Background: an optimization exercise with open tools, aiming at a short achievable clock period and few clock cycles. Do not read the settings as production practice. The RTL was checked by simulation tests, not by an equivalence proof against the original design. Power figures rest on the tool's default switching activity, not on a simulated workload.

<file path="design/flow/config.mk">
export PLATFORM = sky130hd
export DESIGN_NAME = ftservo_scan
export DESIGN_NICKNAME = ftservo_scan
export VERILOG_FILES = /design/flow/design.v
export SDC_FILE = /design/flow/constraint.sdc
export NUM_CORES = 4
export LEC_CHECK = 0
export ABC_CLOCK_PERIOD_IN_PS = 3000
export CAP_MARGIN = 20
export CORE_MARGIN = 10
export CORE_UTILIZATION = 45
export SETUP_SLACK_MARGIN = 5
export SLEW_MARGIN = 20
</file>
<file path="design/flow/constraint.sdc">
create_clock -name core_clock -period 10.0 [get_ports {clk}]
set_input_delay 2.0000 -clock core_clock [delete_from_list [all_inputs] [get_ports {clk}]]
set_output_delay 2.0000 -clock core_clock [all_outputs]
set_load 0.01 [all_outputs]
</file>
<file path="design/flow/design.v">
module ftservo_scan (
    input  wire        clk,
    input  wire        rst,
    input  wire        buf_we,
    input  wire [7:0]  buf_addr,
    input  wire [7:0]  buf_wdata,
    input  wire        cmd_valid,
    input  wire        cmd_op,         
    input  wire [7:0]  cmd_xid,
    input  wire        cmd_any,
    input  wire [7:0]  cmd_n,
    output reg         busy,
    output reg         done,
    output reg  [7:0]  res_code,       
    output reg  [31:0] result,
    output reg         pkt_valid,
    output reg  [7:0]  pkt_id,
    output reg  [7:0]  pkt_err,
    output reg  [7:0]  pkt_count,
    output reg  [7:0]  pkt_off
);
    localparam [7:0] RES_SUCCESS   = 8'd0,
                     RES_RXWAITING = 8'd5,
                     RES_RXCORRUPT = 8'd7;
    localparam [7:0] RX_FRAME_MAX = 8'd250;
    localparam [2:0] SC_EMPTY = 3'd0,    
                     SC_FF1   = 3'd1,    
                     SC_FF2   = 3'd2,    
                     SC_ID    = 3'd3,    
                     SC_BODY  = 3'd4;    
    reg [7:0] param_buf [0:255];
    reg       op_q;
    reg [7:0] x_q;
    reg       any_q;
    reg [8:0] n_q;
    reg [8:0] idx;       
    reg [2:0] sc;
    reg [8:0] h;         
    reg [7:0] id_q;
    reg [7:0] len_q;
    reg [7:0] err_q;
    reg [7:0] cnt;       
    reg [7:0] sum;
    wire [7:0] b = param_buf[idx[7:0]];
    wire       at_end = (idx == n_q);
    wire id_ok   = any_q || (b == x_q);
    wire len_bad = (b < 8'd2) || ({1'b0, b} + 9'd4 > {1'b0, RX_FRAME_MAX});
    always @(posedge clk) begin
        if (buf_we && !busy)
            param_buf[buf_addr] <= buf_wdata;
    end
    task finish_scan(input [7:0] code, input [15:0] consumed, input [15:0] pos);
        begin
            busy      <= 1'b0;
            done      <= 1'b1;
            res_code  <= code;
            result    <= {pos, consumed};
            pkt_valid <= 1'b0;
        end
    endtask
    always @(posedge clk) begin
        if (rst) begin
            busy      <= 1'b0;
            done      <= 1'b0;
            res_code  <= 8'd0;
            result    <= 32'd0;
            pkt_valid <= 1'b0;
            pkt_id    <= 8'd0;
            pkt_err   <= 8'd0;
            pkt_count <= 8'd0;
            pkt_off   <= 8'd0;
            op_q      <= 1'b0;
            x_q       <= 8'd0;
            any_q     <= 1'b0;
            n_q       <= 9'd0;
            idx       <= 9'd0;
            sc        <= SC_EMPTY;
            h         <= 9'd0;
            id_q      <= 8'd0;
            len_q     <= 8'd0;
            err_q     <= 8'd0;
            cnt       <= 8'd0;
            sum       <= 8'd0;
        end else begin
            done <= 1'b0;
            if (!busy) begin
                if (cmd_valid) begin
                    busy  <= 1'b1;
                    op_q  <= cmd_op;
                    x_q   <= cmd_xid;
                    any_q <= cmd_any;
                    n_q   <= {1'b0, cmd_n};
                    idx   <= 9'd0;
                    sc    <= SC_EMPTY;
                    h     <= 9'd0;
                    sum   <= 8'd0;
                end
            end else if (op_q == 1'b0) begin
                if (at_end) begin
                    busy     <= 1'b0;
                    done     <= 1'b1;
                    res_code <= RES_SUCCESS;
                    result   <= {24'd0, ~sum};
                end else begin
                    sum <= sum + b;
                    idx <= idx + 9'd1;
                end
            end else begin
                if (at_end) begin
                    case (sc)
                        SC_EMPTY: finish_scan(RES_RXWAITING, {7'd0, n_q}, 16'hFFFF);
                        default:  finish_scan(RES_RXWAITING, {7'd0, h}, {7'd0, h});
                    endcase
                end else begin
                    idx <= idx + 9'd1;
                    case (sc)
                        SC_EMPTY: begin
                            if (b == 8'hFF) begin
                                sc <= SC_FF1;
                                h  <= idx;
                            end
                        end
                        SC_FF1: begin
                            if (b == 8'hFF)
                                sc <= SC_FF2;
                            else
                                sc <= SC_EMPTY;
                        end
                        SC_FF2: begin
                            if (id_ok) begin
                                id_q <= b;
                                sc   <= SC_ID;
                            end else if (b == 8'hFF) begin
                                sc <= SC_FF2;        
                                h  <= h + 9'd1;
                            end else begin
                                sc <= SC_EMPTY;
                            end
                        end
                        SC_ID: begin
                            if (len_bad) begin
                                finish_scan(RES_RXCORRUPT, {7'd0, h + 9'd1}, {7'd0, h});
                            end else begin
                                len_q <= b;
                                sum   <= id_q + b;
                                cnt   <= 8'd0;
                                sc    <= SC_BODY;
                            end
                        end
                        SC_BODY: begin
                            cnt <= cnt + 8'd1;
                            if (cnt == len_q - 8'd1) begin
                                if (b == ~sum) begin
                                    busy      <= 1'b0;
                                    done      <= 1'b1;
                                    res_code  <= RES_SUCCESS;
                                    result    <= {7'd0, h, 7'd0, idx + 9'd1};
                                    pkt_valid <= 1'b1;
                                    pkt_id    <= id_q;
                                    pkt_err   <= err_q;
                                    pkt_count <= len_q - 8'd2;
                                    pkt_off   <= h[7:0] + 8'd5;
                                end else begin
                                    finish_scan(RES_RXCORRUPT, {7'd0, h + 9'd1}, {7'd0, h});
                                end
                            end else begin
                                sum <= sum + b;
                                if (cnt == 8'd0)
                                    err_q <= b;
                            end
                        end
                        default: sc <= SC_EMPTY;
                    endcase
                end
            end
        end
    end
endmodule
</file>
<file path="design/flow/run.sh">
#!/bin/bash
# synth_recipe.tcl (not shown) runs the flow's synth.tcl, then flattens the netlist and writes it again
# the make line also repeats each setting of config.mk as NAME=value (left out here)
make -C /OpenROAD-flow-scripts/flow DESIGN_CONFIG=/design/flow/config.mk WORK_HOME=/design/flow/orfs CLKGATE_MAP_FILE= SYNTH_SCRIPT=/design/flow/synth_recipe.tcl finish
</file>
==> results of run 1 <==
-- registers in the layout, summed over array words and instances (netlist names), named ones only --
signal,count
pkt_id,8
pkt_valid,1
sc,3
pkt_off,8
done,1
busy,1
result,19
id_q,8
cnt,8
param_buf,2048
idx,9
x_q,8
h,9
sum,8
n_q,8
err_q,8
any_q,1
len_q,8
pkt_err,8
res_code,2
op_q,1
pkt_count,8
-- kinds of logic (layout without fill, tap and decap cells) --
kind of cell | after synthesis | in the layout | synth area share [%]
buf+inv | 349 | 816 | 2.037
compound gates | 505 | 506 | 3.968
other cells | 1 | 17 | 0.004294
simple gates | 898 | 900 | 4.577
xor+xnor | 68 | 68 | 0.6819
mux | 723 | 724 | 14.65
flops | 2191 | 2191 | 73.69
fa+ha+maj | 26 | 26 | 0.3897
-- critical path: cells and delay by family, from the launching register on --
kind	cells	cell delay [ps]
AO/OA/AOI/OAI	6	1610
AND/OR/NAND/NOR	3	620
buffers and inverters	7	1190
flip-flops	1	460
multiplexers	2	960
adder cells (fa/ha/maj)	1	170
-- metrics by stage --
step           utilization (%)  std cells  instance area [µm²]  setup slack, ps  power (mW)
2_1_floorplan                -       4772                87380             5154       10.78
3_3_place_gp             47.13       7179                90850            919.3       11.12
3_5_place_dp             47.16       7182                90910             3168       11.13
4_1_cts                  51.82       7666                99890             4882       19.17
5_1_grt                  52.73       7772               101600             4745       19.74
6_report                 52.73       7774               101700             4862       19.19
-- cell usage in the layout, fill, tap and decap left out, drive strengths merged, types with 18 or more instances in the layout --
master and n:
nand2 196, buf 256, clkbuf 304, nand4 39, dfxtp 143, nor3 36
o21ai 47, clkinv 100, clkdlybuf4s50 91, xor2 22, a22oi 150, mux2i 264
a21oi 137, inv 38, xnor2 46, nand3 77, nor2b 29, ha 24
mux4 442, edfxtp 2048, a221oi 19, nor2 426, mux2 18
-- metal layers --
metal / vias up / wire [µm] / global-route usage [%]
met2: 2483 / 117100 / 35.49
met4: 4 / 9985 / 8.296
met3: 478 / 22990 / 4.866
met1: 25172 / 101900 / 32.27
li1: 19753 / - / -
met5: - / 21 / 0
-- power by group through the flow --
stage               Sequential [mW]  Clock, mW  Combinational [mW]
CTS                            10.1       8.13               0.991
floorplan                      10.2          0               0.540
global placement               10.3          0               0.862
global route                   10.1       8.53                1.15
detailed placement             10.3          0               0.872
finish                         10.1       8.04                1.10
-- area by class of cell --
cell class	count	area share, %
Antenna cell	5	0.01231
Clock buffer	278	5.700
Clock inverter	128	1.161
Inverter	32	0.1280
Multi-Input combinational cell	2236	22.09
Sequential cell	2191	63.34
Tap cell	2526	3.109
Timing Repair Buffer	378	4.460
-- final timing paths --
kind,start,end,slack [ps],cells past startpoint
max reg2reg,flop,result[7],4860,19
max,flop,result[7],4860,19
min reg2reg,result[3],result[3],460,2
min,result[3],result[3],460,2
-- repair_timing --
item,CTS,global route
setup buffers,60,79
hold endpoints to repair,0,0
endpoints found under the setup margin,177,129
gates resized for setup,186,128
pin swaps,24,54
gates cloned,18,23
==> metrics.yaml, run 1 <==
status:
  status: "timing/DRC/antenna clean"
global_route:
  antenna_found_initial: 11
  grt_pass1_wl_um: 353200
  grt_pass1_vias: 46737
  grt_start_max_net_pins: 129
  grt-ovfl-total: 0
  gr-usage-all-layers_pct: 22.95
setup_path:
  crit_path_max_incr_delay_ps: 520
  slowest_stage: "mux4_2"
  cp-end-kind: "flop"
  worstSetupStartpointType: "flop"
  crit_required_ps: 10770
  cp_common_cell: "buf_6"
  cp.arrival_ps: 5910
  path_class: "reg -> reg"
  critical_path.max_fanout: 10
  path_cells: "buf_12 > buf_16 > mux4_2 > mux2i_1 > o211ai_1 > o21ai_4 > or3_4 > clkinvlp_4 > buf_4 > ha_4 > nor3_2 > nand3b_1 > a311oi_4 > buf_6 > o31ai_4 > buf_6 > clkbuf_16 > a211o_1 > a21oi_1"
clock_network:
  clockRootBuffer: "clkbuf_16"
  cts_buffers: 220
  cts.path.max_buffers: 3
  h-tree-depth: 4
  clock_sinks: 2191
  clk_pin_slew_ps: 70
  insertion_delay_ps: 870
  hold_buffers: 0
  cts_tree: "yes"
synthesis:
  synth_most_common_cell: "edfxtp_1"
  ys.flop_type: "edfxtp_1"
  ys_types: 80
  async_flop_share_pct: 0
  ys_seq_area_share_pct: 73.69
  synthesis.area_um2: 87340
  syn_avg_cell_area_um2: 18.34
  yosys.area.top_type: "edfxtp_1"
  yosys-top-cells-area: "edfxtp_1 (70%), mux4_2 (11%), dfxtp_1 (3.3%)"
  synth_top_area_share_pct: 70.41
  syn_inst: 4761
  synthTopCellsByCount: "edfxtp_1 (2048), mux4_2 (442), nor2_1 (426)"
  ys_ff_latch: 2191
  ys_warn_count: 1
  synth-edff-count: 2048
die:
  io_pins: 113
  die_w_um: 460.6
  core-area_um2: 192800
  die_h_um: 460.6
  rows: 161
  initial_utilization_pct: 45.31
  die_area_um2: 212100
power:
  p_seq_share_pct: 52.4
  vdd_ir_drop_max_v: 0.0001502
  intPower_mw: 15.00
  netSwitchingFraction_pct: 21.84
  power_density_nw_per_um2: 188.8
  pwr-share-comb_pct: 5.7
  switchingPower_mw: 4.192
  leakagePower_nw: 31.15
  power_frac_clock_pct: 41.9
finish:
  seq_area_um2: 64380
  fin_nets: 5123
  final_layout_size_suffix_gt1_share_pct: 23.57
  multi_input_area_um2: 22460
  fillCellCount: 15075
  syn2layout_area_growth_pct: 16.38
sta:
  timing.hold.ws_ps: 459.9
  setup_tns_ps: 0
  min_period_ps: 5138
  relSlewSlack_pct: 26.54
  fmaxAchievable_ghz: 0.1946
  slew_viol_final: 0
  rsz0062_at_grt: "true"
  timing.final.setup_violations: 0
  skew_ps: 53.80
  timing_worst_slew_pin_value_ps: 1102
  hold_viol_final: 0
  min_period_over_period_pct: 51.38
placed_design:
  gp_congestion: 0.8702
  port_buffers: 100
  hpwl_um: 151700
route:
  vias_per_cell: 6.160
  drcViolationCount: 0
  first_pass_iters: 7
  ant_nets: 0
  drt_iter0_markers: 6049
  routed_wl_um: 252000
  vias: 47890
  wire_per_inst_um: 32.42
flow_run:
  cap_violations: 0
worst_hold_path:
  min_path_type: "reg -> reg"
Testbench counts, summed over its fixed seeds: cycles 363,724.
==> run 2, diff against run 1 <==
==> design/flow/config.mk (replaced) <==
export PLATFORM = sky130hd
export DESIGN_NAME = ftservo_scan
export DESIGN_NICKNAME = ftservo_scan
export VERILOG_FILES = /design/flow/design.v
export SDC_FILE = /design/flow/constraint.sdc
export NUM_CORES = 4
export LEC_CHECK = 0
export CAP_MARGIN = 20
export CORE_MARGIN = 10
export CORE_UTILIZATION = 45
export SLEW_MARGIN = 20
==> metrics.yaml, run 2 <==
status:
  status: "timing/DRC/antenna clean"  # unchanged
worst_hold_path:
  holdPathEnd: "result[3]"  # unchanged
  hold_start: "result[3]"  # unchanged
  min_path_type: "reg -> reg"  # unchanged
  holdPathStages: 2  # unchanged
global_route:
  grt_start_max_net_pins: 129  # unchanged
  grt_pass1_vias: 45853  # was 46737
  antenna_found_initial: 15  # was 11
  grt-ovfl-total: 0  # unchanged
  gr-usage-all-layers_pct: 22.08  # was 22.95%
  grt_pass1_wl_um: 341700  # was 353200 µm
route:
  drcViolationCount: 0  # unchanged
  wire_per_inst_um: 31.30  # was 32.42 µm
  vias: 46483  # was 47890
  vias_per_cell: 6.122  # was 6.160
  ant_nets: 0  # unchanged
  routed_wl_um: 237700  # was 252000 µm
  drt_iter0_markers: 5850  # was 6049
  first_pass_iters: 8  # was 7
sta:
  rsz0062_at_grt: "false"  # was true
  setup_tns_ps: 0  # unchanged
  skew_ps: 52.37  # was 53.80 ps
  min_period_ps: 6898  # was 5138 ps
  hold_viol_final: 0  # unchanged
  min_period_over_period_pct: 68.98  # was 51.38%
  relSlewSlack_pct: 21.95  # was 26.54%
  timing.hold.ws_ps: 460.0  # was 459.9 ps
  setup_ws_ps: 3102  # was 4862 ps
  fmaxAchievable_ghz: 0.1450  # was 0.1946 GHz
  timing_worst_slew_pin_value_ps: 1166  # was 1102 ps
  timing.final.setup_violations: 0  # unchanged
  slew_viol_final: 0  # unchanged
synthesis:
  syn_avg_cell_area_um2: 18.34  # unchanged
  ys.flop_type: "edfxtp_1"  # unchanged
  synth-edff-count: 2048  # unchanged
  synth_most_common_cell: "edfxtp_1"  # unchanged
  syn_inst: 4761  # unchanged
  synthTopCellsByCount: "edfxtp_1 (2048), mux4_2 (442), nor2_1 (426)"  # unchanged
  yosys.area.top_type: "edfxtp_1"  # unchanged
  ys_types: 80  # unchanged
  async_flop_share_pct: 0  # unchanged
  ys_ff_latch: 2191  # unchanged
  ys_seq_area_share_pct: 73.69  # unchanged
  synthesis.area_um2: 87340  # unchanged
  ys_warn_count: 1  # unchanged
  synth_top_area_share_pct: 70.41  # unchanged
  yosys-top-cells-area: "edfxtp_1 (70%), mux4_2 (11%), dfxtp_1 (3.3%)"  # unchanged
clock_network:
  cts_tree: "yes"  # unchanged
  cts_buffers: 220  # unchanged
  cts.path.max_buffers: 3  # unchanged
  cts_setup_buffers: 0  # was 60
  hold_buffers: 0  # unchanged
  clk_pin_slew_ps: 60  # was 70 ps
  clock_sinks: 2191  # unchanged
  h-tree-depth: 4  # unchanged
  insertion_delay_ps: 870  # about the same
  cts_resized: 0  # was 186
  clockRootBuffer: "clkbuf_16"  # unchanged
finish:
  largest-register: "param_buf"  # unchanged
  fin_nets: 4942  # was 5123
  fillCellCount: 15470  # was 15075
  final_cell_mix: "edfxtp_1 (2048), mux4_2 (442), nor2_1 (423)"  # was edfxtp_1 (2048), mux4_2 (442), nor2_1 (409)
  syn2layout_area_growth_pct: 12.10  # was 16.38%
  final_common_cell: "edfxtp_1"  # unchanged
  reg_top3: "param_buf: 2048 flops, result: 19 flops"  # unchanged
  final_layout_size_suffix_gt1_share_pct: 17.92  # was 23.57%
  post-route-util_pct: 50.79  # was 52.73%
  largest_reg_flops: 2048  # unchanged
setup_path:
  worstSetupStartpointType: "flop"  # unchanged
  path_class: "reg -> reg"  # unchanged
  critical_path.max_fanout: 87  # was 10
  r2r_setup_slack_ps: 3100  # was 4860 ps
  slowest_stage: "a2111oi_0"  # was mux4_2
  path_cells: "buf_12 > mux4_2 > mux2i_1 > o22ai_1 > a2111oi_0 > o2111ai_1 > o311ai_2 > inv_2 > ha_1 > nand3_1 > nor4_1 > mux2_2 > nand3_2 > buf_12 > mux2i_1 > nor2_1"  # was buf_12 > buf_16 > mux4_2 > mux2i_1 > o211ai_1 > o21ai_4 > or3_4 > clkinvlp_4 > buf_4 > ha_4 > nor3_2 > nand3b_1 > a311oi_4 > buf_6 > o31ai_4 > buf_6 > clkbuf_16 > a211o_1 > a21oi_1
  crit_path_max_incr_delay_ps: 870  # was 520 ps
  r2r-end: "pkt_err[7]"  # was result[7]
  cp-end-kind: "flop"  # unchanged
  cp.arrival_ps: 7610  # was 5910 ps
  rr_worst_depth: 16  # was 19
  crit_required_ps: 10710  # was 10770 ps
die:
  initial_utilization_pct: 45.31  # unchanged
  io_pins: 113  # unchanged
  core-area_um2: 192800  # unchanged
  die_area_um2: 212100  # unchanged
  die_h_um: 460.6  # unchanged
  die_w_um: 460.6  # unchanged
  rows: 161  # unchanged
power:
  leakagePower_nw: 29.65  # was 31.15 nW
  vdd_ir_drop_max_v: 0.0001490  # was 0.0001502 V
  power_density_nw_per_um2: 193.6  # was 188.8 nW/µm²
placed_design:
  post-place-ws_ps: 3168  # unchanged
  port_buffers: 100  # unchanged
  gp_congestion: 0.8702  # unchanged
  hpwl_um: 151700  # unchanged
flow_run:
  cap_violations: 0  # unchanged
[run 2: cell counts after synthesis]
Identical to the previous run, type by type.
[run 2: stage by stage]
step	cells	power [mW]	cell area, µm²
3_3_place_gp	7179	11.12	90850
6_report	7593	18.95	97910
2_1_floorplan	4772	10.78	87380
4_1_cts	7588	19.07	97880
5_1_grt	7592	19.52	97900
3_5_place_dp	7182	11.13	90910
[run 2: kinds of logic (layout without fill, tap and decap cells)]
family / Yosys count / after routing / synth area share [%]
adders and majority gates: 26 / 26 / 0.3897
and+or+nand+nor: 898 / 898 / 4.577
xor gates and xnor gates: 68 / 68 / 0.6819
buffers and inverters: 349 / 639 / 2.037
muxes: 723 / 723 / 14.65
AOI/OAI and AO/OA: 505 / 505 / 3.968
other: 1 / 17 / 0.004294
DFF: 2191 / 2191 / 73.69
[run 2: power breakdown]
| part | internal, mW | switching, mW |
|---|---|---|
| combinational | 0.320 | 0.547 |
| sequential | 10.0 | 0.0301 |
| clock | 4.51 | 3.51 |
| total | 14.9 | 4.09 |
[run 2: critical path, delay by kind of cell, from the launching register on]
kind | cells | cell delay [ps]
simple gates | 4 | 860
fa+ha+maj | 1 | 400
buf+inv | 3 | 1120
mux | 4 | 1500
flops | 1 | 830
compound gates | 4 | 1780
[run 2: worst max path at each step]
stage | end | slack [ps]
CTS | pkt_err[7] | 3120
finish | pkt_err[7] | 3100
global route | pkt_count[4] | 2620
floorplan | len_q[5] | 5150
global placement | pkt_count[7] | 920
detailed placement | pkt_err[0] | 3170
[run 2: routing by layer]
metal,GRT usage (%),vias up,share of wire [%]
li1,-,19369,-
met1,31.12,24481,41
met2,34.42,2233,47
met3,4.675,396,8.8
met4,7.220,4,3.5
met5,0,-,0.011
[run 2: area by class of cell]
type	count	area (µm²)	share of cell area, %
Tap cell	2526	3161	3.228
Timing Repair Buffer	201	1919	1.960
Inverter	32	120.1	0.1227
Multi-Input combinational cell	2232	21340	21.79
Clock buffer	278	5794	5.918
Antenna cell	5	12.51	0.01278
Sequential cell	2191	64380	65.76
Clock inverter	128	1180	1.205

separate check: timing with driven ports:
In the flow no input, the clock included, has a driving cell. The finished layouts below were timed again as built, in two steps.
Step 1 (the two cells are an assumption about what drives the block):
set clk [get_ports {clk}]
set_driving_cell -lib_cell sky130_fd_sc_hd__clkbuf_16 $clk
set_driving_cell -lib_cell sky130_fd_sc_hd__buf_2 [delete_from_list [all_inputs] $clk]
Step 2 also shifts input and output timing later by t, the mid clock arrival at the registers, as if the neighbouring blocks saw the same clock.
Three values: no drivers, after step 1, after step 2; two values: the first two.
run	shift t [ns]	setup slack, ns	worst slew at a driven data input, ns
run 1	0.934	4.862 / 4.862 / 4.110	0.12
run 2	0.926	3.102 / 3.102 / 3.102	0.14
After both steps every run listed still meets setup and hold. For run 1, which loses most, drivers alone change the setup slack by 0.000 ns; drivers and shift together by -0.752 ns.
